This design comes from an exercise in tuning for small area on the open sky130 flow, not from production work.
In this exercise RTL edits were held to simulation tests only and were not proved equivalent to the original.
In runs 3 to 5 the design's own scripts or RTL, not TritonCTS, make the clock network.
The flow treats the clock pin as an ideal source. Dropping or thinning the clock tree relies on that and would not hold on a real chip.
Power and IR drop assume default switching activity.

### flow/flow/run.sh
#!/bin/bash
# The standard layout, with three changes:
#  - after the standard synthesis, the combinational logic is mapped again
#    for area (remap.tcl); the registers are left exactly as synthesized;
#  - ports are buffered with the smallest buffer;
#  - CTS adds no dummy loads.
set -euo pipefail
WORK=$(pwd)
RES=$WORK/orfs/results/$FLOW_PLATFORM/ric/base
LOGS=$WORK/orfs/logs/$FLOW_PLATFORM/ric/base
export BUFFER_PORTS_ARGS="-buffer_cell sky130_fd_sc_hd__buf_1"
export CTS_ARGS="-sink_clustering_enable -repair_clock_nets -dont_use_dummy_load -buf_list {sky130_fd_sc_hd__clkbuf_8}"

bash standard.sh synth > log_standard_synth.txt 2>&1

# the abc call of the standard synthesis gives the don't-use list
export REMAP_DONT_USE="$(grep -m1 '^abc -script' $LOGS/1_2_yosys.log | grep -oE -- '-dont_use [^ ]+' | tr '\n' ' ')"
export REMAP_LIB=$FLOW_HOME/platforms/$FLOW_PLATFORM/lib/sky130_fd_sc_hd__tt_025C_1v80.lib
export REMAP_ABC=$WORK/flow/area.abc
export REMAP_IN=$WORK/standard_1_2_yosys.v
export REMAP_OUT=$WORK/remapped_1_2_yosys.v
cp $RES/1_2_yosys.v $REMAP_IN
yosys -c $WORK/flow/remap.tcl > log_remap.txt 2>&1
cp $REMAP_OUT $RES/1_2_yosys.v
rm -f $RES/1_synth.odb $RES/1_synth.sdc

bash standard.sh finish > log_standard_finish.txt 2>&1
### flow/standard.sh
#!/bin/bash
# synth_recipe.tcl (not shown) runs the flow's synth.tcl, then flattens the netlist and writes it again
# the make line also repeats each setting of config.mk as NAME=value (left out here)
make -C /OpenROAD-flow-scripts/flow DESIGN_CONFIG=/design/flow/config.mk WORK_HOME=/design/flow/orfs CLKGATE_MAP_FILE= SYNTH_SCRIPT=/design/flow/synth_recipe.tcl "${@:-finish}"
### flow/design.v
module ric (
    input  wire        clk,
    input  wire        rst,
    input  wire        cmd_valid,
    output wire        cmd_ready,
    input  wire [3:0]  cmd_op,
    input  wire [8:0]  cmd_arg,
    output wire        rsp_valid,
    output wire        rsp_err,
    output wire [7:0]  rsp_ecode,
    output wire [63:0] rsp_cnt0,
    output wire [31:0] rsp_cnt1,
    output wire [15:0] rsp_cnt2,
    output wire [18:0] rsp_status,
    output wire [8:0]  rsp_mode,
    output wire [1:0]  rsp_snap,
    output wire [1:0]  rsp_pins,
    output wire        bus_req,
    output wire        bus_we,
    output wire [6:0]  bus_addr,
    output wire [3:0]  bus_len,
    output wire [7:0]  bus_wdata,
    input  wire        bus_rvalid,
    input  wire [7:0]  bus_rdata,
    input  wire        bus_done,
    input  wire        bus_err,
    input  wire [7:0]  bus_ecode
);
    reg [8:0]  mode_q;
    reg [1:0]  snap_q;       
    reg [1:0]  act_q;
    reg [1:0]  kind_q;       
    reg [1:0]  aux_q;        
    reg        pend_q;       
    reg        reqq_q;       
    reg [55:0] sh_q;
    wire       acc      = cmd_valid;
    wire [3:0] op       = cmd_op;
    wire       op_nobus = (op == 4'd0) || (op > 4'd5);
    wire       op_rc    = op[1] & ~op[0];             
    wire       op_rs    = op[2] & op[0];              
    wire       op_ins   = (op[1] & op[0]) | (op[2] & ~op[0]);    
    wire       op_sp    = op[1] & op[0];              
    wire       op_we    = op[0] ^ op[2];              
    wire       w_cfg    = ~op[1] & ~op[2];            
    wire       w_res    = op[2];                      
    wire [2:0] tag = mode_q[2:0];
    reg [3:0] len;
    always @(*) begin
        case (tag)
            3'd0: len = 4'd4;
            3'd1: len = 4'd7;
            3'd2: len = 4'd7;
            3'd3: len = 4'd3;
            3'd4: len = 4'd5;
            3'd5: len = 4'd7;
            3'd6: len = 4'd5;
            default: len = 4'd8;
        endcase
    end
    wire       not3 = ~(tag == 3'd7);
    wire [7:0] cfg = {not3 & mode_q[6], not3 & mode_q[4], mode_q[7], mode_q[5],
                      mode_q[3], tag};
    wire rs_more = (kind_q == 2'd3) & ~aux_q[1];    
    assign bus_req   = (acc & ~op_nobus) | reqq_q;
    assign bus_we    = ~reqq_q & op_we;
    assign bus_addr  = {reqq_q | op_rs,
                        ~reqq_q & op_ins,
                        ~reqq_q & op_ins,
                        reqq_q | op_rc | op_rs,
                        1'b0,
                        reqq_q & aux_q[1],
                        reqq_q & aux_q[0]};
    assign bus_len   = (~reqq_q & op_rc) ? len : 4'd1;
    assign bus_wdata = {w_cfg & cfg[7],
                        w_cfg ? cfg[6] : (w_res ? act_q[1] : cmd_arg[1]),
                        w_cfg ? cfg[5] : (w_res ? act_q[0] : cmd_arg[0]),
                        w_cfg & cfg[4],
                        w_cfg & cfg[3],
                        w_cfg ? cfg[2:0] : (w_res ? cmd_arg[2:0] : 3'b000)};
    wire ok = bus_done & ~bus_err;
    assign cmd_ready = 1'b1;
    assign rsp_valid = pend_q | (bus_done & (bus_err | ~rs_more));
    assign rsp_err   = bus_done & bus_err;
    assign rsp_ecode = bus_ecode;
    assign rsp_mode  = mode_q;
    assign rsp_snap  = snap_q;
    assign rsp_pins  = act_q;
    wire ge24 = ~((tag == 3'd3) | (tag == 3'd6) | (tag == 3'd7));
    wire ge32 = (tag == 3'd2) | (tag == 3'd4) | (tag == 3'd5);
    wire ge48 = (tag == 3'd2);
    wire sign0 = ge48 ? sh_q[55] : ge32 ? sh_q[39] : ge24 ? sh_q[31] : sh_q[23];
    assign rsp_cnt0[15:0]  = sh_q[23:8];
    assign rsp_cnt0[23:16] = ge24 ? sh_q[31:24] : {8{sign0}};
    assign rsp_cnt0[31:24] = ge32 ? sh_q[39:32] : {8{sign0}};
    assign rsp_cnt0[47:32] = ge48 ? sh_q[55:40] : {16{sign0}};
    assign rsp_cnt0[63:48] = {16{sign0}};
    wire sign1 = tag[1] ? sh_q[39] : sh_q[55];
    assign rsp_cnt1[15:0]  = tag[1] ? sh_q[39:24] : tag[2] ? sh_q[55:40] : sh_q[47:32];
    assign rsp_cnt1[23:16] = (~tag[1] & ~tag[2]) ? sh_q[55:48] : {8{sign1}};
    assign rsp_cnt1[31:24] = {8{sign1}};
    assign rsp_cnt2 = sh_q[55:40];
    assign rsp_status = {
        sh_q[8],     
        sh_q[9],     
        sh_q[16],    
        sh_q[10],    
        sh_q[11],    
        sh_q[12],    
        sh_q[17],    
        sh_q[18],    
        sh_q[19],    
        sh_q[20],    
        sh_q[5],     
        sh_q[7],     
        sh_q[6],     
        sh_q[13],    
        sh_q[15],    
        sh_q[14],    
        sh_q[21],    
        sh_q[23],    
        sh_q[22]     
    };
    wire       a_nch1 = (cmd_arg[2:0] == 3'd0) | (cmd_arg[2:0] == 3'd2) |
                        (cmd_arg[2:0] == 3'd3) | (cmd_arg[2:0] == 3'd4);
    wire       a_nch3 = (cmd_arg[2:0] == 3'd7);
    wire [8:0] mode_new = {a_nch3 ? cmd_arg[8:7] : 2'b00,
                           a_nch1 ? 2'b00 : cmd_arg[6:5],
                           cmd_arg[4:0]};
    always @(posedge clk) begin
        if (rst) begin
            mode_q <= 9'b0_0000_0010;    
            snap_q <= 2'b00;
            act_q  <= 2'b00;
        end else begin
            if (acc && op == 4'd0)
                mode_q <= mode_new;
            if (ok && kind_q == 2'd1)
                snap_q <= ~sh_q[7:6];
            else if (ok && kind_q == 2'd3 && aux_q[1])
                snap_q <= sh_q[12:11];
            if (ok && kind_q == 2'd2)
                act_q <= aux_q;
        end
    end
    always @(posedge clk) begin
        pend_q <= acc & op_nobus;
        reqq_q <= ok & rs_more;
        if (acc) begin
            kind_q <= {op_sp | op_rs, op_rc | op_rs};
            aux_q  <= op_sp ? cmd_arg[1:0] : 2'b00;
        end else if (bus_done) begin
            aux_q  <= aux_q + 2'd1;
        end
        if (bus_rvalid)
            sh_q <= {sh_q[47:0], bus_rdata};
    end
endmodule
### flow/constraint.sdc
create_clock -name core_clock -period 10.0 [get_ports {clk}]
set_input_delay 2.0000 -clock core_clock [delete_from_list [all_inputs] [get_ports {clk}]]
set_output_delay 2.0000 -clock core_clock [all_outputs]
set_load 0.01 [all_outputs]
### flow/config.mk
export PLATFORM = sky130hd
export DESIGN_NAME = ric
export DESIGN_NICKNAME = ric
export VERILOG_FILES = /design/flow/design.v
export SDC_FILE = /design/flow/constraint.sdc
export NUM_CORES = 4
export LEC_CHECK = 0
export CAP_MARGIN = 20
export CORE_MARGIN = 2
export CORE_UTILIZATION = 70
export PLACE_DENSITY = 0.75
export SLEW_MARGIN = 20
### flow/flow/remap.tcl
# Re-map the combinational logic of the standard synthesis netlist for area.
# Registers are kept exactly as they are: same instances, names and cell types.
yosys -import
set lib $::env(REMAP_LIB)
read_liberty -overwrite -setattr liberty_cell -ignore_miss_func -ignore_miss_dir $lib
read_verilog -overwrite $::env(REMAP_IN)
hierarchy -top $::env(FLOW_TOP)
# every sequential cell stays an instance; the rest is flattened into gates
setattr -mod -set keep_hierarchy 1 *__*df* *__*dl* *__conb*
flatten
opt_clean -purge
opt -fast
abc -script $::env(REMAP_ABC) -liberty $lib {*}$::env(REMAP_DONT_USE)
opt_clean -purge
splitnets
opt_clean -purge
hilomap -singleton -hicell sky130_fd_sc_hd__conb_1 HI -locell sky130_fd_sc_hd__conb_1 LO
insbuf -buf sky130_fd_sc_hd__buf_4 A X
setattr -mod -set blackbox 1 A:liberty_cell
stat -liberty $lib
check
write_verilog -noattr -nohex -nodec $::env(REMAP_OUT)
### flow/flow/area.abc
strash
dch -f
map -a
mfs2 -W 4 -M 5000
strash
dch -f
map -a
mfs2 -W 4 -M 5000
strash
dch -f
map -a
topo
==> PnR_summary.wiki, run 1 <==
{| class="wikitable"
! Metric !! Value
|-
| Number of inserted filler cells in the final layout || 430
|-
| Final hold slack || 0.418 ns
|-
| PwrDens || approximately 150 mW/mm2
|-
| Worst Setup Path Type || reg2out
|-
| Launch instance of the worst register-to-register path || mode_q[1]
|-
| Maximum clock skew at final layout || between 0.01 and 0.015 ns
|-
| Combinational cell fraction of total power || 0.153
|-
| Layout area overhead || 5.48%
|-
| Type of origin of the critical path || flop
|-
| Clock root cell || clkbuf_8
|-
| Internal power || ~470 uW
|-
| Post-cts repair resize count || 0
|-
| Sequential share of power || 0.579
|-
| Buffers from clock root to sink, at most || 2
|-
| Final TNS setup || 0 ns
|-
| CTS hold repair buffers || 0
|-
| Launch point of the worst hold path || sh_q[4]
|-
| Crit path to || rsp_cnt0[56]
|-
| Final Hold Fails || 0
|-
| End of the worst register-to-register path || mode_q[1]
|-
| Die Y || 78.9 um
|-
| Global route overflow || 0
|-
| Cell area after synthesis || 0.00393 mm2
|-
| Post-synthesis instance total || between 400 and 500
|-
| Clock tree from TritonCTS || done
|-
| Lkg Pwr || roughly 1.4 nW
|-
| Largest fanout on the critical path || 21
|-
| Transition time of the tightest slew-check pin || 1.01 ns
|-
| Number of endpoints failing setup at the final stage || 0
|-
| DRC Markers || 0
|-
| Router iterations before antenna repair || 5
|-
| Achievable clock frequency || 186 MHz
|-
| Number of buffer cells added on primary ports || approximately 190
|-
| DIE WIDTH || around 79 um
|-
| Final Instance Area || 0.00415 mm2
|-
| Vias post-DR || approximately 3.1k
|-
| Register-to-register path setup slack || ~8.5 ns
|-
| Ratio of cells with drive above 1 in the final layout || 0.0255
|-
| Number of warnings reported in the yosys synthesis log || 1
|-
| Diodes inserted || 0
|-
| Worst relative slew slack || 0.324
|-
| Logic depth of the worst register-to-register path || 2
|-
| Tot GR Track Use || 0.259
|-
| Deepest level of the CTS H-tree || 3
|-
| Clock sink count || between 70 and 80
|-
| Initial antenna violation count || 0
|-
| Number of global-route vias before repair || roughly 2.6k
|-
| Number of nets with antenna violations after detailed routing || 0
|-
| Area of the die || ~0.0062 mm2
|-
| Layout Utilization || 0.757
|-
| 1st-iter DRT viols || 189
|-
| Max-cap violation count || 0
|-
| Class of the worst hold path || reg2reg
|-
| Crit path capture type || output pin
|-
| Total met3 wirelength after detailed routing || ~600 um
|-
| Data required time at the worst endpoint || 8.00 ns
|-
| Portion of the clock cycle consumed by the worst path in the final layout || 0.537
|-
| Largest net degree at the start of global routing || 33
|-
| Top sig layer || met4
|-
| Switching power share of the total || 0.268
|-
| Placer Congestion || around 0.97
|-
| Initial Utilization || 0.718
|-
| Mean instance size in the synthesized netlist || just under 10 um2
|-
| Wire length of the first global-routing pass || between 10,000 and 15,000 um
|-
| Switching power summed over all nets || approximately 170 uW
|-
| Post-detailed-placement cell area || a little over 0.004 mm2
|-
| Worst-case setup slack after placement || just under 5 ns
|-
| Post-synthesis net count || 440
|-
| Number of buffers added by the clock tree synthesis step || 9
|-
| Final critical delay including setup and external delays || roughly 5.4 ns
|-
| Outcome || complete, no violations
|-
| Pins over their slew limit || 0
|-
| Worst Slack Setup Final || between 4 and 5 ns
|-
| Critical Path Source || mode_q[1]
|-
| Wire length reported by the detailed router || 8500 um
|-
| RSZ-0062 raised after global routing || no
|-
| Post-CTS Setup Inserts || 0
|-
| Routed met1 length || 3510 um
|-
| Data arrival time at the worst-slack endpoint || between 3 and 4 ns
|-
| I/O pins || 211
|-
| Clock-pin slew reported for the worst setup and hold paths after clock tree synthesis || about 0.060 ns
|-
| Peak supply drop || between 0.0001 and 0.00015 V
|-
| Via density per instance || 5.32
|-
| Core box area || around 0.0055 mm2
|-
| DPL Wire Length || between 6000 and 7000 um
|-
| Number of rows created at floorplan || 27
|-
| Clock network fraction of design power || 0.268
|-
| Clock latency at the later pin of the worst-skew pair || about 0.34 ns
|-
| Met2 WL post-DR || 4220 um
|-
| Average wire length per cell after detail routing || 14.6 um
|-
| Number of nets in the final layout || ~550
|}
[per-layer routing]
layer  track usage  vias to the layer above
li1              -                     1494
met1         0.328                     1424
met2         0.429                      162
met3        0.0580                       17
met4         0.121                        0
met5             0                        -
[per-stage QoR]
step | instances | power, mW
after floorplan | 405 | 0.458
after global placement | 573 | 0.472
after detailed placement | 573 | 0.475
after CTS | 582 | 0.644
after global routing | 582 | 0.665
final | 582 | 0.640
[power by group through the flow]
stage          Sequential, mW  Combinational, mW  Clock, mW
6_report                0.371             0.0981      0.171
3_3_place_gp            0.377             0.0959          0
4_1_cts                 0.371             0.0980      0.175
3_5_place_dp            0.377             0.0976          0
5_1_grt                 0.373              0.107      0.185
2_1_floorplan           0.373             0.0850          0
[critical path, cell delays in order, from the launching register on]
cell,delay [ns]
dfxtp_1,0.47
clkinv_1,0.56
nor2_1,0.62
nand2_1,0.32
o21ai_0,0.20
a21oi_1,0.27
o21ai_0,0.20
buf_4,0.23
buf_1,0.18
[cells in the final DEF (no fill, tap or decap)]
cell	instances
clkbuf_8	9
buf_1	191
o211ai_1	1
conb_1	2
o21bai_1	1
nor3_1	2
nor4_1	2
o22ai_1	8
o221ai_1	15
nor2_1	28
edfxtp_1	60
o21ai_0	46
a22oi_1	2
a21oi_1	17
a22o_2	1
clkbuf_2	1
dfxtp_1	15
a31oi_1	2
buf_4	2
clkinv_1	62
nand3_1	2
nand2_1	38
a211oi_1	3
[layout make-up]
| cell class | count | area [um2] | area share |
|---|---|---|---|
| multi-input combinational | 170 | 860 | 0.207 |
| timing repair buffer | 194 | 737 | 0.178 |
| sequential | 75 | 2100 | 0.507 |
| clock buffer | 9 | 124 | 0.0299 |
| tap | 72 | 90.1 | 0.0217 |
| inverter | 62 | 233 | 0.0561 |
[how the worst min path moves through the flow]
stage / to / slack (ns) / cells past startpoint
3_3_place_gp: sh_q[9] / 0.40 / 0
4_1_cts: sh_q[12] / 0.42 / 0
3_5_place_dp: sh_q[12] / 0.40 / 0
6_report: sh_q[12] / 0.42 / 0
5_1_grt: sh_q[9] / 0.43 / 0
2_1_floorplan: sh_q[10] / 0.40 / 0
[state kept, by name, summed over array words and instances (netlist names)]
name,cells
sh_q,56
mode_q,9
act_q,2
aux_q,2
kind_q,2
snap_q,2
pend_q,1
reqq_q,1
==> run 2, diff against run 1 <==
--- a/flow/design.v
+++ b/flow/design.v
@@ -30,10 +30,11 @@
     reg [1:0]  snap_q;       
     reg [1:0]  act_q;
     reg [1:0]  kind_q;       
-    reg [1:0]  aux_q;        
+    reg [2:0]  pos_q;        
     reg        pend_q;       
     reg        reqq_q;       
-    reg [55:0] sh_q;
+    reg [7:0]  lane0, lane1, lane2, lane3, lane4, lane5;
+    reg [2:0]  trl_q;
     wire       acc      = cmd_valid;
     wire [3:0] op       = cmd_op;
     wire       op_nobus = (op == 4'd0) || (op > 4'd5);
@@ -61,7 +62,7 @@
     wire       not3 = ~(tag == 3'd7);
     wire [7:0] cfg = {not3 & mode_q[6], not3 & mode_q[4], mode_q[7], mode_q[5],
                       mode_q[3], tag};
-    wire rs_more = (kind_q == 2'd3) & ~aux_q[1];    
+    wire rs_more = (kind_q == 2'd3) & ~pos_q[2];    
     assign bus_req   = (acc & ~op_nobus) | reqq_q;
     assign bus_we    = ~reqq_q & op_we;
     assign bus_addr  = {reqq_q | op_rs,
@@ -69,8 +70,8 @@
                         ~reqq_q & op_ins,
                         reqq_q | op_rc | op_rs,
                         1'b0,
-                        reqq_q & aux_q[1],
-                        reqq_q & aux_q[0]};
+                        reqq_q & ~pos_q[0],
+                        reqq_q & pos_q[0]};
     assign bus_len   = (~reqq_q & op_rc) ? len : 4'd1;
     assign bus_wdata = {w_cfg & cfg[7],
                         w_cfg ? cfg[6] : (w_res ? act_q[1] : cmd_arg[1]),
@@ -89,38 +90,63 @@
     wire ge24 = ~((tag == 3'd3) | (tag == 3'd6) | (tag == 3'd7));
     wire ge32 = (tag == 3'd2) | (tag == 3'd4) | (tag == 3'd5);
     wire ge48 = (tag == 3'd2);
-    wire sign0 = ge48 ? sh_q[55] : ge32 ? sh_q[39] : ge24 ? sh_q[31] : sh_q[23];
-    assign rsp_cnt0[15:0]  = sh_q[23:8];
-    assign rsp_cnt0[23:16] = ge24 ? sh_q[31:24] : {8{sign0}};
-    assign rsp_cnt0[31:24] = ge32 ? sh_q[39:32] : {8{sign0}};
-    assign rsp_cnt0[47:32] = ge48 ? sh_q[55:40] : {16{sign0}};
+    wire sign0 = ge48 ? lane5[7] : ge32 ? lane3[7] : ge24 ? lane2[7] : lane1[7];
+    assign rsp_cnt0[15:0]  = {lane1, lane0};
+    assign rsp_cnt0[23:16] = ge24 ? lane2 : {8{sign0}};
+    assign rsp_cnt0[31:24] = ge32 ? lane3 : {8{sign0}};
+    assign rsp_cnt0[47:32] = ge48 ? {lane5, lane4} : {16{sign0}};
     assign rsp_cnt0[63:48] = {16{sign0}};
-    wire sign1 = tag[1] ? sh_q[39] : sh_q[55];
-    assign rsp_cnt1[15:0]  = tag[1] ? sh_q[39:24] : tag[2] ? sh_q[55:40] : sh_q[47:32];
-    assign rsp_cnt1[23:16] = (~tag[1] & ~tag[2]) ? sh_q[55:48] : {8{sign1}};
+    wire c1_24 = ~tag[2];
+    wire sign1 = c1_24 ? lane3[7] : lane5[7];
+    assign rsp_cnt1[15:0]  = {lane5, lane4};
+    assign rsp_cnt1[23:16] = c1_24 ? lane3 : {8{sign1}};
     assign rsp_cnt1[31:24] = {8{sign1}};
-    assign rsp_cnt2 = sh_q[55:40];
+    assign rsp_cnt2 = {lane3, lane2};
     assign rsp_status = {
-        sh_q[8],     
-        sh_q[9],     
-        sh_q[16],    
-        sh_q[10],    
-        sh_q[11],    
-        sh_q[12],    
-        sh_q[17],    
-        sh_q[18],    
-        sh_q[19],    
-        sh_q[20],    
-        sh_q[5],     
-        sh_q[7],     
-        sh_q[6],     
-        sh_q[13],    
-        sh_q[15],    
-        sh_q[14],    
-        sh_q[21],    
-        sh_q[23],    
-        sh_q[22]     
+        lane0[0],    
+        lane0[1],    
+        lane1[0],    
+        lane0[2],    
+        lane0[3],    
+        lane0[4],    
+        lane1[1],    
+        lane1[2],    
+        lane1[3],    
+        lane1[4],    
+        trl_q[0],    
+        trl_q[2],    
+        trl_q[1],    
+        lane0[5],    
+        lane0[7],    
+        lane0[6],    
+        lane1[5],    
+        lane1[7],    
+        lane1[6]     
     };
+    wire t1  = (tag == 3'd1);
+    wire t7  = (tag == 3'd7);
+    wire t67 = tag[2] & tag[1];
+    wire [2:0] p = pos_q;
+    wire p0 = (p == 3'd0), p1 = (p == 3'd1), p2 = (p == 3'd2), p3 = (p == 3'd3),
+         p4 = (p == 3'd4), p5 = (p == 3'd5), p6 = (p == 3'd6);
+    wire en_t = p0;
+    wire en0  = p1;
+    wire en1  = p2;
+    wire en2  = (p3 & ~t67) | (p5 & t7);
+    wire en3  = (p4 & ~t1 & ~t67) | (p6 & (t1 | t7));
+    wire en4  = (p3 & t67) | (p4 & t1) | (p5 & ~t1 & ~t7);
+    wire en5  = (p4 & t67) | (p5 & t1) | (p6 & ~t1 & ~t7);
+    always @(posedge clk) begin
+        if (bus_rvalid) begin
+            if (en_t) trl_q <= bus_rdata[7:5];
+            if (en0)  lane0 <= bus_rdata;
+            if (en1)  lane1 <= bus_rdata;
+            if (en2)  lane2 <= bus_rdata;
+            if (en3)  lane3 <= bus_rdata;
+            if (en4)  lane4 <= bus_rdata;
+            if (en5)  lane5 <= bus_rdata;
+        end
+    end
     wire       a_nch1 = (cmd_arg[2:0] == 3'd0) | (cmd_arg[2:0] == 3'd2) |
                         (cmd_arg[2:0] == 3'd3) | (cmd_arg[2:0] == 3'd4);
     wire       a_nch3 = (cmd_arg[2:0] == 3'd7);
@@ -136,11 +162,11 @@
             if (acc && op == 4'd0)
                 mode_q <= mode_new;
             if (ok && kind_q == 2'd1)
-                snap_q <= ~sh_q[7:6];
-            else if (ok && kind_q == 2'd3 && aux_q[1])
-                snap_q <= sh_q[12:11];
+                snap_q <= ~trl_q[2:1];
+            else if (ok && kind_q == 2'd3 && pos_q[2])
+                snap_q <= lane0[4:3];
             if (ok && kind_q == 2'd2)
-                act_q <= aux_q;
+                act_q <= pos_q[1:0];
         end
     end
     always @(posedge clk) begin
@@ -148,11 +174,10 @@
         reqq_q <= ok & rs_more;
         if (acc) begin
             kind_q <= {op_sp | op_rs, op_rc | op_rs};
-            aux_q  <= op_sp ? cmd_arg[1:0] : 2'b00;
-        end else if (bus_done) begin
-            aux_q  <= aux_q + 2'd1;
+            pos_q  <= op_rc ? len[2:0] - 3'd1 :
+                      op_rs ? 3'd2 : {1'b0, cmd_arg[1:0]};
+        end else if (bus_rvalid) begin
+            pos_q  <= pos_q - 3'd1;
         end
-        if (bus_rvalid)
-            sh_q <= {sh_q[47:0], bus_rdata};
     end
 endmodule
==> run 2 against run 1 <==
- global-route usage rose by 1.3 points
- sequential share of layout area fell by 1.5 points
- synthesized cell count rose by 4.4%
- worst setup slack better by 0.13 ns
- clock skew grew 0.012 ns
- power is 7.3% lower
- non-clock buffer count is the same
- fmax grew 2.4%
- critical path type is now in2out
- largest cell class unchanged
==> PnR_summary.wiki, run 2 <==
{| class="wikitable"
! Metric !! Value
|-
| Largest net degree at the start of global routing || 18
|-
| Wire length reported by the detailed router || approximately 8600 um
|-
| Outcome || complete, no violations
|-
| Type of origin of the critical path || input port
|-
| Lkg Pwr || roughly 1.4 nW
|-
| Mean instance size in the synthesized netlist || ~9.2 um2
|-
| Buffers from clock root to sink, at most || 2
|-
| Router iterations before antenna repair || 5
|-
| Worst relative slew slack || 0.292
|-
| Sequential share of power || 0.576
|-
| Diodes inserted || 0
|-
| Clock latency at the later pin of the worst-skew pair || about 0.33 ns
|-
| Layout area overhead || 3.01%
|-
| Commonest non-fill, non-tap cells in the layout || buf_1, clkinv_1, edfxtp_1, nor2_1, nand2_1
|-
| DRC Markers || 0
|-
| Number of warnings reported in the yosys synthesis log || 1
|-
| Max-cap violation count || 0
|-
| Most common cell after layout, fill and taps aside || buf_1
|-
| Core box area || around 0.0054 mm2
|-
| Clock-pin slew reported for the worst setup and hold paths after clock tree synthesis || about 0.060 ns
|-
| Final hold slack || around 0.46 ns
|-
| Portion of the clock cycle consumed by the worst path in the final layout || 0.524
|-
| Clock sink count || 71
|-
| Switching power summed over all nets || between 150 and 200 uW
|-
| Vias post-DR || 3,050
|-
| PwrDens || approximately 150 mW/mm2
|-
| Number of buffers added by the clock tree synthesis step || 9
|-
| Deepest level of the CTS H-tree || 3
|-
| Final TNS setup || 0 ns
|-
| Clock root cell || clkbuf_8
|-
| Final Hold Fails || 0
|-
| Initial antenna violation count || 0
|-
| Average wire length per cell after detail routing || 14.7 um
|-
| Clock tree from TritonCTS || done
|-
| Number of nets with antenna violations after detailed routing || 0
|-
| Register with the most flip-flops || mode_q
|-
| Number of nets in the final layout || 550
|-
| Class of the worst hold path || reg2reg
|-
| Wire length of the first global-routing pass || 12,700 um
|-
| Global route overflow || 0
|-
| Final critical delay including setup and external delays || about 5.2 ns
|-
| Switching power share of the total || 0.262
|-
| Number of global-route vias before repair || 2,632
|-
| CTS hold repair buffers || 0
|-
| Placer Congestion || between 0.9 and 1
|-
| RSZ-0062 raised after global routing || no
|-
| Clock network fraction of design power || 0.281
|-
| Crit path capture type || output pin
|-
| Number of endpoints failing setup at the final stage || 0
|-
| Total power after layout || 594 uW
|-
| Largest fanout on the critical path || 5
|-
| Post-synthesis net count || around 460
|-
| Transition time of the tightest slew-check pin || about 1.1 ns
|-
| DIE WIDTH || about 79 um
|-
| Initial Utilization || 0.719
|-
| Die Y || approximately 79 um
|-
| 1st-iter DRT viols || ~190
|-
| Peak supply drop || around 0.00010 V
|-
| Combinational cell fraction of total power || 0.143
|-
| Data required time at the worst endpoint || about 8.0 ns
|-
| Number of rows created at floorplan || 27
|-
| Cell area after synthesis || 0.00391 mm2
|-
| Achievable clock frequency || 191 MHz
|-
| Via density per instance || roughly 5.2
|-
| Number of flip-flops in the largest register || 9
|-
| Number of buffer cells added on primary ports || about 190
|-
| Maximum clock skew at final layout || ~0.027 ns
|-
| Worst Setup Path Type || in2out
|-
| Internal power || approximately 440 uW
|-
| Area of the die || 0.00620 mm2
|-
| Tot GR Track Use || 0.272
|-
| DPL Wire Length || around 6500 um
|-
| Post-cts repair resize count || 0
|-
| Post-synthesis instance total || 423
|-
| Post-CTS Setup Inserts || 0
|-
| Ratio of cells with drive above 1 in the final layout || 0.0312
|-
| I/O pins || 211
|-
| Data arrival time at the worst-slack endpoint || 3.24 ns
|-
| Pins over their slew limit || 0
|-
| Number of inserted filler cells in the final layout || approximately 430
|}
## run 2: cell types whose count changed in the layout (fill, tap and decap cells not counted), moves of 4 or more
cell and delta:
a21oi_1 +10, o21ai_0 -18, o221ai_1 -15, nor2_1 +13
nand2_1 -5, nor3_1 +5, edfxtp_1 -4, clkinv_1 +5
## run 2: power groups by stage
stage,sequential [mW],clock (mW),combinational (mW)
6_report,0.342,0.167,0.0850
5_1_grt,0.343,0.180,0.0939
4_1_cts,0.342,0.169,0.0847
3_5_place_dp,0.348,0,0.0844
3_3_place_gp,0.348,0,0.0834
2_1_floorplan,0.346,0,0.0712
## run 2: worst max-delay path, stage by stage
cell	delay, ns
buf_1	0.10
clkinv_1	0.10
nor3_1	0.19
clkinv_1	0.11
a21oi_1	0.33
nor2_1	0.12
o21bai_1	0.14
buf_1	0.16
## run 2: worst paths after layout
kind / startpoint / endpoint / slack [ns] / cells past startpoint
worst max-delay path: bus_done / rsp_valid / 4.76 / 8
worst min-delay path: mode_q[8] / mode_q[8] / 0.46 / 2
worst max register to register: mode_q[1] / lane3[6] / 7.26 / 6
worst min register to register: mode_q[8] / mode_q[8] / 0.46 / 2
## run 2: metal layers
layer  up-vias  part of all wire  global-route usage
li1       1462                 -                   -
met1      1399              0.40               0.351
met2       165              0.49               0.457
met3        24             0.082              0.0409
met4         0             0.025               0.123
met5         -                 0                   0
## run 2: area by class of cell
class | instances | area, um2 | share of cell area
flip-flops and latches | 71 | 1980 | 0.492
multi-input cells | 172 | 845 | 0.210
repair buffers | 194 | 736 | 0.183
inverters | 67 | 251 | 0.0624
clock buffers | 9 | 124 | 0.0308
well taps | 72 | 90.1 | 0.0224
## run 2: stage by stage
| stage | setup WS, ns | std cells | utilization | instance area [um2] |
|---|---|---|---|---|
| final | 4.76 | 585 | 0.741 | 4030 |
| after global placement | 4.86 | 576 | 0.717 | 3900 |
| after global routing | 4.59 | 585 | 0.741 | 4030 |
| after floorplan | 5.11 | 423 | - | 3910 |
| after CTS | 4.52 | 585 | 0.740 | 4020 |
| after detailed placement | 4.76 | 576 | 0.717 | 3900 |
==> run 3, diff against run 2 <==
--- a/flow/flow/run.sh
+++ b/flow/flow/run.sh
@@ -3,12 +3,14 @@
 #  - after the standard synthesis, the combinational logic is mapped again
 #    for area (remap.tcl); the registers are left exactly as synthesized;
 #  - ports are buffered with the smallest buffer;
-#  - CTS adds no dummy loads.
+#  - CTS adds no dummy loads, and its tree is then rebuilt as one root
+#    buffer driving five leaf buffers (post_cts.tcl).
 set -euo pipefail
 WORK=$(pwd)
 RES=$WORK/orfs/results/$FLOW_PLATFORM/ric/base
 LOGS=$WORK/orfs/logs/$FLOW_PLATFORM/ric/base
 export BUFFER_PORTS_ARGS="-buffer_cell sky130_fd_sc_hd__buf_1"
+export POST_CTS_TCL=$WORK/flow/post_cts.tcl
 export CTS_ARGS="-sink_clustering_enable -repair_clock_nets -dont_use_dummy_load -buf_list {sky130_fd_sc_hd__clkbuf_8}"
 
 bash standard.sh synth > log_standard_synth.txt 2>&1
==> flow/flow/post_cts.tcl (new file) <==
# Rebuild the clock tree that CTS made as a root buffer driving a few leaf
# buffers: the sinks are split into clusters by position (k-means), each
# cluster is driven by one leaf buffer at its centre.
set block [ord::get_db_block]
set db [ord::get_db]
set nleaf 5
set leaf_master [$db findMaster sky130_fd_sc_hd__clkbuf_8]
set root_master [$db findMaster sky130_fd_sc_hd__clkbuf_4]
set port_net [[$block findBTerm clk] getNet]
set root ""
foreach it [$port_net getITerms] {
  set inst [$it getInst]
  if {[[$inst getMaster] isBlock]} { continue }
  if {[string match "*clkbuf*" [[$inst getMaster] getName]]} { set root $inst }
}
set root_out [[$root findITerm X] getNet]
# the sinks: every flip-flop clock pin below the root
set sinks {}
set leaves {}
foreach it [$root_out getITerms] {
  set inst [$it getInst]
  if {$inst eq $root} { continue }
  if {[string match "*clkbuf*" [[$inst getMaster] getName]]} {
    lappend leaves $inst
    set lnet [[$inst findITerm X] getNet]
    foreach s [$lnet getITerms] { if {[$s getInst] ne $inst} { lappend sinks $s } }
  } else { lappend sinks $it }
}
# k-means on sink positions
proc xy {s} { set r [$s getAvgXY]; return [lrange $r 1 2] }
set n [llength $sinks]
# seed by sorting on x
set sorted [lsort -command {apply {{a b} {expr {[lindex [xy $a] 0] - [lindex [xy $b] 0]}}}} $sinks]
set cent {}
for {set k 0} {$k < $nleaf} {incr k} { lappend cent [xy [lindex $sorted [expr {int(($k + 0.5) * $n / $nleaf)}]]] }
for {set iter 0} {$iter < 30} {incr iter} {
  set sx {}; set sy {}; set cnt {}
  for {set k 0} {$k < $nleaf} {incr k} { lappend sx 0; lappend sy 0; lappend cnt 0 }
  set assign {}
  foreach s $sinks {
    lassign [xy $s] x y
    set best 0; set bd 1e30
    for {set k 0} {$k < $nleaf} {incr k} {
      lassign [lindex $cent $k] cx cy
      set d [expr {abs($x - $cx) + abs($y - $cy)}]
      if {$d < $bd} { set bd $d; set best $k }
    }
    lappend assign $best
    lset sx $best [expr {[lindex $sx $best] + $x}]
    lset sy $best [expr {[lindex $sy $best] + $y}]
    lset cnt $best [expr {[lindex $cnt $best] + 1}]
  }
  for {set k 0} {$k < $nleaf} {incr k} {
    set c [lindex $cnt $k]
    if {$c > 0} { lset cent $k [list [expr {[lindex $sx $k] / $c}] [expr {[lindex $sy $k] / $c}]] }
  }
}
# remove the old leaves and their nets
foreach inst $leaves {
  set lnet [[$inst findITerm X] getNet]
  foreach s [$lnet getITerms] { $s disconnect }
  [$inst findITerm A] disconnect
  odb::dbInst_destroy $inst
  odb::dbNet_destroy $lnet
}
foreach s $sinks { if {[$s getNet] ne "NULL"} { $s disconnect } }
# new leaves
for {set k 0} {$k < $nleaf} {incr k} {
  set inst [odb::dbInst_create $block $leaf_master "clkleaf_$k"]
  set net [odb::dbNet_create $block "clknet_leaf_$k"]
  $net setSigType CLOCK
  [$inst findITerm A] connect $root_out
  [$inst findITerm X] connect $net
  lassign [lindex $cent $k] cx cy
  $inst setLocation [expr {int($cx)}] [expr {int($cy)}]
  $inst setPlacementStatus PLACED
  set idx 0
  foreach s $sinks {
    if {[lindex $assign $idx] == $k} { $s connect $net }
    incr idx
  }
}
$root swapMaster $root_master
puts "clock tree: root [$root getName] ([$root_master getName]), $nleaf leaves ([$leaf_master getName]), [llength $sinks] sinks, [llength $leaves] old leaves removed"
global_connect
detailed_placement
estimate_parasitics -placement
==> run 3 against run 2 <==
- sequential share of layout area rose by 0.59 points
- critical path depth did not move
- sequential power barely moved
- die area did not move
- still clean
- clock power fell by 21%
- sequential cell count did not move
- clock skew fell by 0.012 ns
- register-to-register slack barely moved
- critical path type unchanged
- global-route usage barely moved
- largest power group unchanged
- fmax barely moved
- synthesized area did not move
==> PnR_summary.wiki, run 3 <==
{| class="wikitable"
! Metric !! Value
|-
| Outcome || complete, no violations
|-
| Layout Utilization || 0.732
|-
| Final critical delay including setup and external delays || roughly 5.2 ns
|-
| Number of cells on the worst hold path || 2
|-
| Number of nets in the final layout || 547
|-
| Standard cell with the maximum stage delay on the critical path || a21oi_1
|-
| Clock network fraction of design power || 0.236
|-
| Final TNS setup || 0 ns
|-
| Layout area overhead || 1.79%
|-
| Router iterations before antenna repair || 4
|-
| Switching power share of the total || 0.270
|-
| Post-synthesis net count || roughly 460
|-
| Max-cap violation count || 0
|-
| Lkg Pwr || between 1 and 1.5 nW
|-
| Ratio of cells with drive above 1 in the final layout || 0.0255
|-
| Register with the most flip-flops || mode_q
|-
| Launch point of the worst hold path || mode_q[8]
|-
| Sequential share of power || 0.612
|-
| Crit path capture type || output pin
|-
| Final Hold Fails || 0
|-
| Number of warnings reported in the yosys synthesis log || 1
|-
| Register-to-register path setup slack || slightly above 7 ns
|-
| Clock sink count || roughly 70
|-
| Launch instance of the worst register-to-register path || mode_q[1]
|-
| Largest fanout on the critical path || 5
|-
| Die Y || around 79 um
|-
| Number of flip-flops in the largest register || 9
|-
| Cell breakdown of the critical path || buf_1, clkinv_1, nor3_1, clkinv_1, a21oi_1, nor2_1, o21bai_1, buf_1
|-
| Maximum clock skew at final layout || 0.0150 ns
|-
| Worst relative slew slack || 0.287
|-
| Total power after layout || 558 uW
|-
| Most common cell after layout, fill and taps aside || buf_1
|-
| Internal power || 407 uW
|-
| Number of inserted filler cells in the final layout || roughly 440
|-
| Worst Slack Setup Final || between 4 and 5 ns
|-
| Final Instance Area || between 0.003 and 0.004 mm2
|-
| Pins over their slew limit || 0
|-
| Class of the worst hold path || reg2reg
|-
| Achievable clock frequency || about 190 MHz
|-
| DRC Markers || 0
|-
| Core box area || between 0.005 and 0.006 mm2
|-
| Peak supply drop || between 0.0001 and 0.00015 V
|-
| Number of buffer cells added on primary ports || between 150 and 200
|-
| Via density per instance || approximately 5.2
|-
| Switching power summed over all nets || about 150 uW
|-
| Endpoint, Worst Hold || mode_q[8]
|-
| Number of rows created at floorplan || 27
|-
| Clock-pin slew reported for the worst setup and hold paths after clock tree synthesis || ~0.080 ns
|-
| Post-detailed-placement cell area || 0.00390 mm2
|-
| Combinational cell fraction of total power || 0.152
|-
| Data arrival time at the worst-slack endpoint || ~3.3 ns
|-
| Portion of the clock cycle consumed by the worst path in the final layout || 0.525
|-
| Critical path's largest stage delay || between 0.3 and 0.4 ns
|-
| Data required time at the worst endpoint || around 8.0 ns
|-
| Largest net degree at the start of global routing || 18
|-
| Cell area after synthesis || a little under 0.004 mm2
|-
| Wire length of the first global-routing pass || around 13,000 um
|-
| DIE WIDTH || 78.7 um
|-
| Tot GR Track Use || 0.272
|-
| Number of global-route vias before repair || 2,609
|-
| Commonest non-fill, non-tap cells in the layout || buf_1, clkinv_1, edfxtp_1, nor2_1, nand2_1
|-
| Logic depth of the worst register-to-register path || 6
|-
| Clock latency at the later pin of the worst-skew pair || 0.40 ns
|-
| Initial Utilization || 0.719
|-
| DPL Wire Length || roughly 6500 um
|-
| RSZ-0062 raised after global routing || no
|-
| Post-synthesis instance total || about 420
|-
| Family of cells with the greatest summed delay on the critical path || compound AO/OA/AOI/OAI gates
|-
| Diodes inserted || 0
|-
| Average wire length per cell after detail routing || 14.8 um
|-
| Area of the die || slightly above 0.006 mm2
|-
| Placer Congestion || a little under 1
|-
| Number of endpoints failing setup at the final stage || 0
|-
| PwrDens || about 140 mW/mm2
|-
| Global route overflow || 0
|-
| Vias post-DR || approximately 3k
|-
| Initial antenna violation count || 0
|-
| End of the worst register-to-register path || lane3[0]
|-
| Mean instance size in the synthesized netlist || approximately 9 um2
|-
| Worst-case setup slack after placement || about 4.8 ns
|-
| I/O pins || between 200 and 250
|-
| Bufs and invs on worst path || 4
|-
| Wire length reported by the detailed router || between 8000 and 9000 um
|-
| Type of origin of the critical path || input port
|-
| 1st-iter DRT viols || approximately 170
|-
| Transition time of the tightest slew-check pin || between 1 and 1.5 ns
|-
| Worst Setup Path Type || in2out
|-
| Number of nets with antenna violations after detailed routing || 0
|}
## run 3: changes by cell type in the layout (fill, tap and decap cells not counted), sizes merged
| cell | previous run | this run |
|---|---|---|
| clkbuf | 9 | 6 |
## run 3: worst max path at each step
stage,startpoint,to,depth (start not counted)
after global placement,bus_done,rsp_valid,8
after global routing,mode_q[2],rsp_cnt0[49],6
after floorplan,bus_done,rsp_valid,6
after detailed placement,bus_done,rsp_valid,8
final,bus_done,rsp_valid,8
## run 3: metrics by stage
step	cells	hold WS, ns
floorplan	423	0.429
global placement	576	0.445
detailed placement	576	0.450
global route	582	0.491
finish	582	0.467
## run 3: worst min-delay path, cell delays in order (launching register included)
cell and delay [ns]:
dfxtp_1 0.33, nand2_1 0.05, o21ai_0 0.06
## run 3: power by group through the flow
stage | logic [mW] | registers [mW] | clock network, mW
3_3_place_gp | 0.0834 | 0.348 | 0
5_1_grt | 0.0940 | 0.343 | 0.141
2_1_floorplan | 0.0712 | 0.346 | 0
3_5_place_dp | 0.0844 | 0.348 | 0
6_report | 0.0850 | 0.341 | 0.132
## run 3: final cells by class, without the clock buffers
cell class                      count  area [um2]  share of cell area
Sequential cell                    71        1980               0.498
Inverter                           67         251              0.0632
Tap cell                           72        90.1              0.0226
Multi-Input combinational cell    172         845               0.212
Buffer                              5        68.8              0.0173
Timing Repair Buffer              194         736               0.185
## run 3: per-layer routing
layer	GRT usage	share of wire
met5	0	0
met4	0.126	0.028
met3	0.0591	0.097
met2	0.451	0.49
met1	0.342	0.39
==> run 4, diff against run 3 <==
--- a/flow/design.v
+++ b/flow/design.v
@@ -62,7 +62,7 @@
     wire       not3 = ~(tag == 3'd7);
     wire [7:0] cfg = {not3 & mode_q[6], not3 & mode_q[4], mode_q[7], mode_q[5],
                       mode_q[3], tag};
-    wire rs_more = (kind_q == 2'd3) & ~pos_q[2];    
+    wire rs_more = (kind_q == 2'd3) & (pos_q[1] | pos_q[0]);    
     assign bus_req   = (acc & ~op_nobus) | reqq_q;
     assign bus_we    = ~reqq_q & op_we;
     assign bus_addr  = {reqq_q | op_rs,
@@ -70,8 +70,8 @@
                         ~reqq_q & op_ins,
                         reqq_q | op_rc | op_rs,
                         1'b0,
-                        reqq_q & ~pos_q[0],
-                        reqq_q & pos_q[0]};
+                        reqq_q & pos_q[0],
+                        reqq_q & pos_q[1]};
     assign bus_len   = (~reqq_q & op_rc) ? len : 4'd1;
     assign bus_wdata = {w_cfg & cfg[7],
                         w_cfg ? cfg[6] : (w_res ? act_q[1] : cmd_arg[1]),
@@ -123,19 +123,19 @@
         lane1[7],    
         lane1[6]     
     };
-    wire t1  = (tag == 3'd1);
-    wire t7  = (tag == 3'd7);
-    wire t67 = tag[2] & tag[1];
     wire [2:0] p = pos_q;
-    wire p0 = (p == 3'd0), p1 = (p == 3'd1), p2 = (p == 3'd2), p3 = (p == 3'd3),
-         p4 = (p == 3'd4), p5 = (p == 3'd5), p6 = (p == 3'd6);
-    wire en_t = p0;
-    wire en0  = p1;
-    wire en1  = p2;
-    wire en2  = (p3 & ~t67) | (p5 & t7);
-    wire en3  = (p4 & ~t1 & ~t67) | (p6 & (t1 | t7));
-    wire en4  = (p3 & t67) | (p4 & t1) | (p5 & ~t1 & ~t7);
-    wire en5  = (p4 & t67) | (p5 & t1) | (p6 & ~t1 & ~t7);
+    wire p1 = (p == 3'd1), p2 = (p == 3'd2), p3 = (p == 3'd3), p4 = (p == 3'd4),
+         p5 = (p == 3'd5), p6 = (p == 3'd6), p7 = (p == 3'd7);
+    wire tx = tag[2] ^ tag[1];
+    wire ta = tag[2] & tag[1];
+    wire tz = ~tag[2] & ~tag[1];
+    wire en_t = p1;
+    wire en0  = p2;
+    wire en1  = p3;
+    wire en2  = (p4 & ~ta) | (p6 & tag[1] & tag[0]);
+    wire en3  = (p5 & tx) | (p7 & ~tx & tag[0]);
+    wire en4  = (p4 & ta) | (p5 & tz) | (p6 & tx);
+    wire en5  = (p5 & ta) | (p6 & tz) | (p7 & tx);
     always @(posedge clk) begin
         if (bus_rvalid) begin
             if (en_t) trl_q <= bus_rdata[7:5];
@@ -163,7 +163,7 @@
                 mode_q <= mode_new;
             if (ok && kind_q == 2'd1)
                 snap_q <= ~trl_q[2:1];
-            else if (ok && kind_q == 2'd3 && pos_q[2])
+            else if (ok && kind_q == 2'd3 && pos_q == 3'd0)
                 snap_q <= lane0[4:3];
             if (ok && kind_q == 2'd2)
                 act_q <= pos_q[1:0];
@@ -174,8 +174,7 @@
         reqq_q <= ok & rs_more;
         if (acc) begin
             kind_q <= {op_sp | op_rs, op_rc | op_rs};
-            pos_q  <= op_rc ? len[2:0] - 3'd1 :
-                      op_rs ? 3'd2 : {1'b0, cmd_arg[1:0]};
+            pos_q  <= op_rc ? len[2:0] : {1'b0, op[2] ? 2'b11 : cmd_arg[1:0]};
         end else if (bus_rvalid) begin
             pos_q  <= pos_q - 3'd1;
         end
--- a/flow/flow/run.sh
+++ b/flow/flow/run.sh
@@ -1,7 +1,9 @@
 #!/bin/bash
 # The standard layout, with three changes:
 #  - after the standard synthesis, the combinational logic is mapped again
-#    for area (remap.tcl); the registers are left exactly as synthesized;
+#    for area (remap.tcl, with each abc_*.abc script; the smallest netlist
+#    that eqcheck.tcl proves equivalent to the standard one is kept); the
+#    registers are left exactly as synthesized;
 #  - ports are buffered with the smallest buffer;
 #  - CTS adds no dummy loads, and its tree is then rebuilt as one root
 #    buffer driving five leaf buffers (post_cts.tcl).
@@ -18,12 +20,26 @@
 # the abc call of the standard synthesis gives the don't-use list
 export REMAP_DONT_USE="$(grep -m1 '^abc -script' $LOGS/1_2_yosys.log | grep -oE -- '-dont_use [^ ]+' | tr '\n' ' ')"
 export REMAP_LIB=$FLOW_HOME/platforms/$FLOW_PLATFORM/lib/sky130_fd_sc_hd__tt_025C_1v80.lib
-export REMAP_ABC=$WORK/flow/area.abc
 export REMAP_IN=$WORK/standard_1_2_yosys.v
-export REMAP_OUT=$WORK/remapped_1_2_yosys.v
 cp $RES/1_2_yosys.v $REMAP_IN
-yosys -c $WORK/flow/remap.tcl > log_remap.txt 2>&1
-cp $REMAP_OUT $RES/1_2_yosys.v
+# map with each abc script and keep the smallest result
+best=""; best_area=""
+for abc in $WORK/flow/abc_*.abc; do
+  name=$(basename $abc .abc)
+  export REMAP_ABC=$abc REMAP_OUT=$WORK/remapped_$name.v
+  # a candidate counts only if it is proven equivalent to the standard netlist
+  if yosys -c $WORK/flow/remap.tcl > log_remap_$name.txt 2>&1 &&
+     EQ_GOLD=$REMAP_IN EQ_GATE=$REMAP_OUT yosys -c $WORK/flow/eqcheck.tcl > log_eqcheck_$name.txt 2>&1; then
+    area=$( (grep "Chip area for module '.$FLOW_TOP'" log_remap_$name.txt || true) | tail -n 1 | awk '{print $NF}')
+    [[ -n "$area" ]] || continue
+    echo "$name $area" >> log_remap_areas.txt
+    if [[ -z "$best" ]] || awk -v a="$area" -v b="$best_area" 'BEGIN{exit !(a < b)}'; then
+      best=$name; best_area=$area
+    fi
+  fi
+done
+echo "chosen ${best:-standard} $best_area" >> log_remap_areas.txt
+if [[ -n "$best" ]]; then cp $WORK/remapped_$best.v $RES/1_2_yosys.v; fi
 rm -f $RES/1_synth.odb $RES/1_synth.sdc
 
 bash standard.sh finish > log_standard_finish.txt 2>&1
==> flow/flow/abc_a.abc (new file) <==
strash
dch -f
map -a
mfs2 -W 4 -M 5000
strash
dch -f
map -a
mfs2 -W 4 -M 5000
strash
dch -f
map -a
topo
==> flow/flow/abc_b.abc (new file) <==
strash
dch -f
map -a
mfs2
strash
dch -f
amap
topo
==> flow/flow/abc_c.abc (new file) <==
strash
dc2
dch -f
map -a
mfs2
strash
dc2
dch -f
amap
topo
==> flow/flow/abc_d.abc (new file) <==
strash
dc2
dc2
dch -f
map -a
mfs2
strash
dc2
dc2
dch -f
amap
topo
==> flow/flow/abc_e.abc (new file) <==
strash
dch -f
amap
mfs2
strash
dch -f
amap
mfs2
strash
dch -f
amap
topo
==> flow/flow/eqcheck.tcl (new file) <==
# Prove that the re-mapped netlist does what the standard synthesis netlist
# does (same registers, so a combinational proof per register input).
yosys -import
set lib $::env(REMAP_LIB)
read_liberty -overwrite -ignore_miss_func -ignore_miss_dir $lib
read_verilog -overwrite $::env(EQ_GOLD)
yosys rename $::env(FLOW_TOP) gold
read_verilog -overwrite $::env(EQ_GATE)
yosys rename $::env(FLOW_TOP) gate
hierarchy -check
flatten
yosys rename -hide w:_*
opt_clean
equiv_make gold gate equiv
hierarchy -top equiv
equiv_simple -seq 2
equiv_induct
equiv_status -assert
==> flow/config.mk (replaced) <==
export PLATFORM = sky130hd
export DESIGN_NAME = ric
export DESIGN_NICKNAME = ric
export VERILOG_FILES = /design/flow/design.v
export SDC_FILE = /design/flow/constraint.sdc
export NUM_CORES = 4
export LEC_CHECK = 0
export CAP_MARGIN = 0
export CORE_MARGIN = 2
export CORE_UTILIZATION = 80
export PLACE_DENSITY = 0.85
export SLEW_MARGIN = 0
removed: flow/flow/area.abc
==> run 4 against run 3 <==
- still clean
- clock power about the same
- critical path depth unchanged
- global-route usage up 4.9 points
- via count down 0.96%
- utilization up 9.9 points
- register-to-register slack better by 0.09 ns
- fmax down 1.3%
- die area down 13%
- sequential power about the same
- synthesized area down 1.5%
- critical path type is now reg2out
- critical endpoint is now rsp_cnt0[58]
==> PnR_summary.wiki, run 4 <==
{| class="wikitable"
! Metric !! Value
|-
| Outcome || complete, no violations
|-
| Average wire length per cell after detail routing || roughly 16 um
|-
| Portion of the clock cycle consumed by the worst path in the final layout || 0.532
|-
| Final Instance Area || roughly 0.004 mm2
|-
| Combinational cell fraction of total power || 0.145
|-
| Area of the die || about 0.0054 mm2
|-
| Ratio of cells with drive above 1 in the final layout || 0.0204
|-
| Number of nets with antenna violations after detailed routing || 0
|-
| DRC Markers || 0
|-
| Switching power share of the total || 0.261
|-
| Peak supply drop || 0.000122 V
|-
| Wire length reported by the detailed router || ~8700 um
|-
| Mean instance size in the synthesized netlist || between 9 and 10 um2
|-
| Type of origin of the critical path || flop
|-
| Layout Utilization || 0.830
|-
| I/O pins || around 210
|-
| Clock sink count || a little over 70
|-
| Cell area after synthesis || roughly 0.0039 mm2
|-
| Maximum clock skew at final layout || 0.0355 ns
|-
| Number of rows created at floorplan || 25
|-
| Number of endpoints failing setup at the final stage || 0
|-
| Number of warnings reported in the yosys synthesis log || 1
|-
| Post-synthesis instance total || 402
|-
| Vias post-DR || around 3.0k
|-
| Transition time of the tightest slew-check pin || 1.20 ns
|-
| RSZ-0062 raised after global routing || no
|-
| DPL Wire Length || ~6500 um
|-
| Most common cell after layout, fill and taps aside || buf_1
|-
| Initial Utilization || 0.821
|-
| Data required time at the worst endpoint || ~8.0 ns
|-
| Number of inserted filler cells in the final layout || 302
|-
| Number of buffer cells added on primary ports || 192
|-
| Placer Congestion || 0.909
|-
| Number of global-route vias before repair || between 2k and 3k
|-
| Clock latency at the later pin of the worst-skew pair || around 0.38 ns
|-
| Clock network fraction of design power || 0.235
|-
| Post-synthesis net count || ~440
|-
| DIE WIDTH || between 70 and 80 um
|-
| Sequential share of power || 0.619
|-
| Data arrival time at the worst-slack endpoint || 3.32 ns
|-
| Worst relative slew slack || 0.195
|-
| Clock-pin slew reported for the worst setup and hold paths after clock tree synthesis || approximately 0.11 ns
|-
| Switching power summed over all nets || ~140 uW
|-
| Lkg Pwr || around 1.3 nW
|-
| Via density per instance || 5.52
|-
| Die Y || 73.4 um
|-
| Max-cap violation count || 0
|-
| Diodes inserted || 0
|-
| Layout area overhead || 1.14%
|-
| Number of nets in the final layout || ~530
|-
| Final critical delay including setup and external delays || between 5 and 6 ns
|-
| Number of flip-flops in the largest register || 9
|-
| Combined area of the multi-input logic cells || around 800 um2
|-
| Achievable clock frequency || 188 MHz
|-
| Initial antenna violation count || 0
|-
| Largest fanout on the critical path || 17
|-
| Final TNS setup || 0 ns
|-
| Class of the worst hold path || reg2reg
|-
| Crit path capture type || output pin
|-
| Sequential cell area in the final layout || 0.00198 mm2
|-
| Core box area || 0.00469 mm2
|-
| Commonest non-fill, non-tap cells in the layout || buf_1, clkinv_1, edfxtp_1, o21ai_0, nor2_1
|-
| PwrDens || ~140 mW/mm2
|-
| Largest net degree at the start of global routing || 19
|-
| Pins over their slew limit || 0
|-
| Post-detailed-placement cell area || approximately 0.0038 mm2
|-
| Final Hold Fails || 0
|-
| Register with the most flip-flops || mode_q
|-
| Worst Setup Path Type || reg2out
|-
| 1st-iter DRT viols || 300
|-
| Tot GR Track Use || 0.321
|-
| Router iterations before antenna repair || 4
|-
| Wire length of the first global-routing pass || around 13,000 um
|-
| Global route overflow || 0
|-
| Internal power || around 400 uW
|}
==> run 4: area by class of cell, without the clock buffers <==
cell class              instances  share of cell area
well taps                      54              0.0173
multi-input cells             155               0.205
repair buffers                194               0.189
inverters                      63              0.0607
flip-flops and latches         71               0.509
plain buffers                   5              0.0177
==> run 4: path summary, 6_finish.rpt <==
kind                            startpoint           end  slack, ns  cells after the start
worst max-delay path             mode_q[2]  rsp_cnt0[58]       4.68                      8
worst min register to register   mode_q[6]     mode_q[6]       0.50                      2
worst min-delay path             mode_q[6]     mode_q[6]       0.50                      2
worst max register to register   mode_q[2]      lane3[5]       7.34                      6
==> run 4: stage by stage <==
stage                     total power [mW]  hold slack (ns)  worst slack [ns]  cells
after floorplan                      0.409            0.444              5.20    402
after global placement               0.421            0.463              4.94    537
after detailed placement             0.423            0.479              4.88    537
after global routing                 0.567            0.526              4.30    543
final                                0.547            0.496              4.68    543
==> run 4: power groups by stage <==
stage	Sequential, mW	Clock (mW)	Combinational, mW
5_1_grt	0.340	0.139	0.0881
6_report	0.338	0.129	0.0794
2_1_floorplan	0.343	0	0.0663
3_3_place_gp	0.344	0	0.0762
3_5_place_dp	0.345	0	0.0780
==> run 4: critical path, cell delays in order (launching register included) <==
cell	delay, ns
dfxtp_1	0.65
clkinv_1	0.32
o22ai_1	0.57
nand2_1	0.33
nand2_1	0.21
a31oi_1	0.23
o21ai_0	0.24
buf_4	0.22
buf_1	0.17
==> run 4: metal layers <==
layer | up-vias | global-route usage | routed length (um)
met5 | - | 0 | 0
met4 | 0 | 0.0869 | 106
met3 | 10 | 0.0782 | 771
met2 | 185 | 0.562 | 4560
met1 | 1398 | 0.400 | 3270
li1 | 1405 | - | -
==> run 5, diff against run 4 <==
==> flow/config.mk (replaced) <==
export PLATFORM = sky130hd
export DESIGN_NAME = ric
export DESIGN_NICKNAME = ric
export VERILOG_FILES = /design/flow/design.v
export SDC_FILE = /design/flow/constraint.sdc
export NUM_CORES = 4
export LEC_CHECK = 0
export CAP_MARGIN = 20
export CORE_MARGIN = 2
export CORE_UTILIZATION = 70
export PLACE_DENSITY = 0.75
export SLEW_MARGIN = 20
==> run 5 against run 4 <==
- synthesized cell count stayed put
- combinational power is 0.8% lower
- largest cell class unchanged
- sequential share of layout area is 0.37 points lower
- first-iteration DRC count is 17% lower
- via count is 2.3% lower
- worst setup slack better by 0.18 ns
- die area is 13% higher
- synthesized area stayed put
- highest routed layer unchanged
- worst hold slack worse by 0.019 ns
==> PnR_summary.wiki, run 5 <==
{| class="wikitable"
! Metric !! Value
|-
| Outcome || complete, no violations
|-
| Internal power || 404 uW
|-
| Number of inserted filler cells in the final layout || 430
|-
| Layout area overhead || 1.88%
|-
| Post-synthesis instance total || about 400
|-
| Post-detailed-placement cell area || around 0.0038 mm2
|-
| Area of the die || around 0.006 mm2
|-
| Worst-case setup slack after placement || roughly 5 ns
|-
| Initial antenna violation count || 0
|-
| Achievable clock frequency || 195 MHz
|-
| Router iterations before antenna repair || 4
|-
| Max-cap violation count || 0
|-
| Number of global-route vias before repair || 2,552
|-
| I/O pins || 211
|-
| Clock sink count || 71
|-
| Sequential cell area in the final layout || ~0.002 mm2
|-
| Cell area after synthesis || 0.00385 mm2
|-
| Clock network fraction of design power || 0.237
|-
| Worst relative slew slack || 0.275
|-
| DPL Wire Length || ~6400 um
|-
| Largest fanout on the critical path || 17
|-
| Largest net degree at the start of global routing || 19
|-
| Via density per instance || around 5.2
|-
| Switching power share of the total || 0.261
|-
| Most common cell after layout, fill and taps aside || buf_1
|-
| Switching power summed over all nets || approximately 140 uW
|-
| Final Instance Area || 0.00393 mm2
|-
| Number of nets with antenna violations after detailed routing || 0
|-
| Type of origin of the critical path || flop
|-
| Ratio of cells with drive above 1 in the final layout || 0.0225
|-
| Core box area || around 0.0054 mm2
|-
| Register-to-register path setup slack || ~7.3 ns
|-
| PwrDens || ~140 mW/mm2
|-
| Peak supply drop || between 0.0001 and 0.00015 V
|-
| Critical path's largest stage delay || ~0.65 ns
|-
| 1st-iter DRT viols || ~250
|-
| Pins over their slew limit || 0
|-
| Portion of the clock cycle consumed by the worst path in the final layout || 0.514
|-
| Lkg Pwr || around 1.3 nW
|-
| Commonest non-fill, non-tap cells in the layout || buf_1, clkinv_1, edfxtp_1, o21ai_0, nor2_1
|-
| Data arrival time at the worst-slack endpoint || about 3.1 ns
|-
| Mean instance size in the synthesized netlist || approximately 9.6 um2
|-
| DIE WIDTH || approximately 78 um
|-
| Clock latency at the later pin of the worst-skew pair || around 0.40 ns
|-
| Number of flip-flops in the largest register || 9
|-
| Combined area of the multi-input logic cells || around 800 um2
|-
| Worst Setup Path Type || reg2out
|-
| Maximum clock skew at final layout || between 0.02 and 0.03 ns
|-
| Post-synthesis net count || 437
|-
| Tot GR Track Use || 0.283
|-
| Class of the worst hold path || reg2reg
|-
| Number of endpoints failing setup at the final stage || 0
|-
| Number of rows created at floorplan || 27
|-
| Clock-pin slew reported for the worst setup and hold paths after clock tree synthesis || ~0.10 ns
|-
| Die Y || between 70 and 80 um
|-
| RSZ-0062 raised after global routing || no
|-
| Placer Congestion || about 0.9
|-
| Crit path capture type || output pin
|-
| Number of nets in the final layout || between 500 and 600
|-
| Standard cell with the maximum stage delay on the critical path || dfxtp_1
|-
| Wire length reported by the detailed router || 8460 um
|-
| Final critical delay including setup and external delays || just over 5 ns
|-
| Number of buffer cells added on primary ports || roughly 190
|-
| Worst Slack Setup Final || slightly below 5 ns
|-
| Final TNS setup || 0 ns
|-
| Diodes inserted || 0
|-
| Number of warnings reported in the yosys synthesis log || 1
|-
| Wire length of the first global-routing pass || around 13,000 um
|-
| Register with the most flip-flops || mode_q
|-
| DRC Markers || 0
|-
| Sequential share of power || 0.619
|-
| Combinational cell fraction of total power || 0.144
|-
| Transition time of the tightest slew-check pin || between 1 and 1.5 ns
|-
| Global route overflow || 0
|-
| Most repeated library cell on the critical path || nand2_1
|-
| Initial Utilization || 0.713
|-
| Data required time at the worst endpoint || approximately 8 ns
|-
| Final Hold Fails || 0
|-
| Average wire length per cell after detail routing || about 15 um
|-
| Vias post-DR || roughly 2.9k
|-
| Cell breakdown of the critical path || clkinv_1, o22ai_1, nand2_1, nand2_1, a31oi_2, o21ai_0, buf_4, buf_1
|}
==> run 5: through the flow <==
step	instances	total power, mW	hold WS (ns)	utilization
3_5_place_dp	555	0.423	0.462	0.711
3_3_place_gp	555	0.421	0.459	0.711
6_report	561	0.547	0.477	0.726
5_1_grt	561	0.570	0.506	0.726
2_1_floorplan	402	0.409	0.444	-
==> run 5: per-layer routing <==
metal  share of wire  track usage  vias to the layer above
met4           0.021       0.0895                        0
met1            0.39        0.365                     1330
li1                -            -                     1410
met5               0            0                        -
met3           0.097       0.0713                       14
met2            0.49        0.475                      174
==> run 5: final cells by class, without the clock buffers <==
cell class | instances | share of cell area
repair buffers | 194 | 0.187
well taps | 72 | 0.0230
flip-flops and latches | 71 | 0.505
inverters | 63 | 0.0602
multi-input cells | 155 | 0.205
plain buffers | 5 | 0.0175
==> run 5: worst max-delay path, delay by kind of cell, from the launching register on <==
kind | cells | cell delay [ns]
buffers and inverters | 3 | 0.68
AOI/OAI and AO/OA | 3 | 0.88
DFF | 1 | 0.65
and+or+nand+nor | 2 | 0.51
==> run 5: power by group through the flow <==
stage / clock [mW] / sequential (mW) / combinational (mW)
global placement: 0 / 0.344 / 0.0767
finish: 0.130 / 0.338 / 0.0788
detailed placement: 0 / 0.345 / 0.0785
floorplan: 0 / 0.343 / 0.0663
global route: 0.142 / 0.340 / 0.0877
==> run 5: worst paths after layout <==
path / from / endpoint / cells past startpoint
hold / removal: mode_q[8] / mode_q[8] / 2
hold reg to reg: mode_q[8] / mode_q[8] / 2
setup reg to reg: mode_q[2] / lane5[2] / 4
setup / recovery: mode_q[2] / rsp_cnt0[52] / 8

## static timing again, ports no longer ideal
The flow's constraints put no driver on any port. The routed layouts listed below were extracted and timed again, unchanged, in two steps.
Step 1, drivers: a clkbuf_16 drives clk and a buf_2 each remaining input, both assumed.
Step 2 adds t to the input delays and takes it off the output delays; t is the mean of the earliest and latest rising clock arrival at the registers after step 1. Input paths then give back, and output paths get back, about the clock's delay inside the block.
Slacks: ideal ports / drivers / drivers and shift; pairs: ideal ports / drivers.
run | t (ns) | setup slack, ns | worst setup path at the end
run 1 | 0.356 | 4.632 / 4.602 / 4.823 | input to output
run 2 | 0.345 | 4.758 / 4.736 / 4.736 | input to output
run 3 | 0.411 | 4.754 / 4.731 / 4.731 | input to output
run 4 | 0.391 | 4.683 / 4.659 / 4.817 | input to output
run 5 | 0.414 | 4.861 / 4.834 / 4.838 | input to output
After both steps every run listed still meets setup and hold.
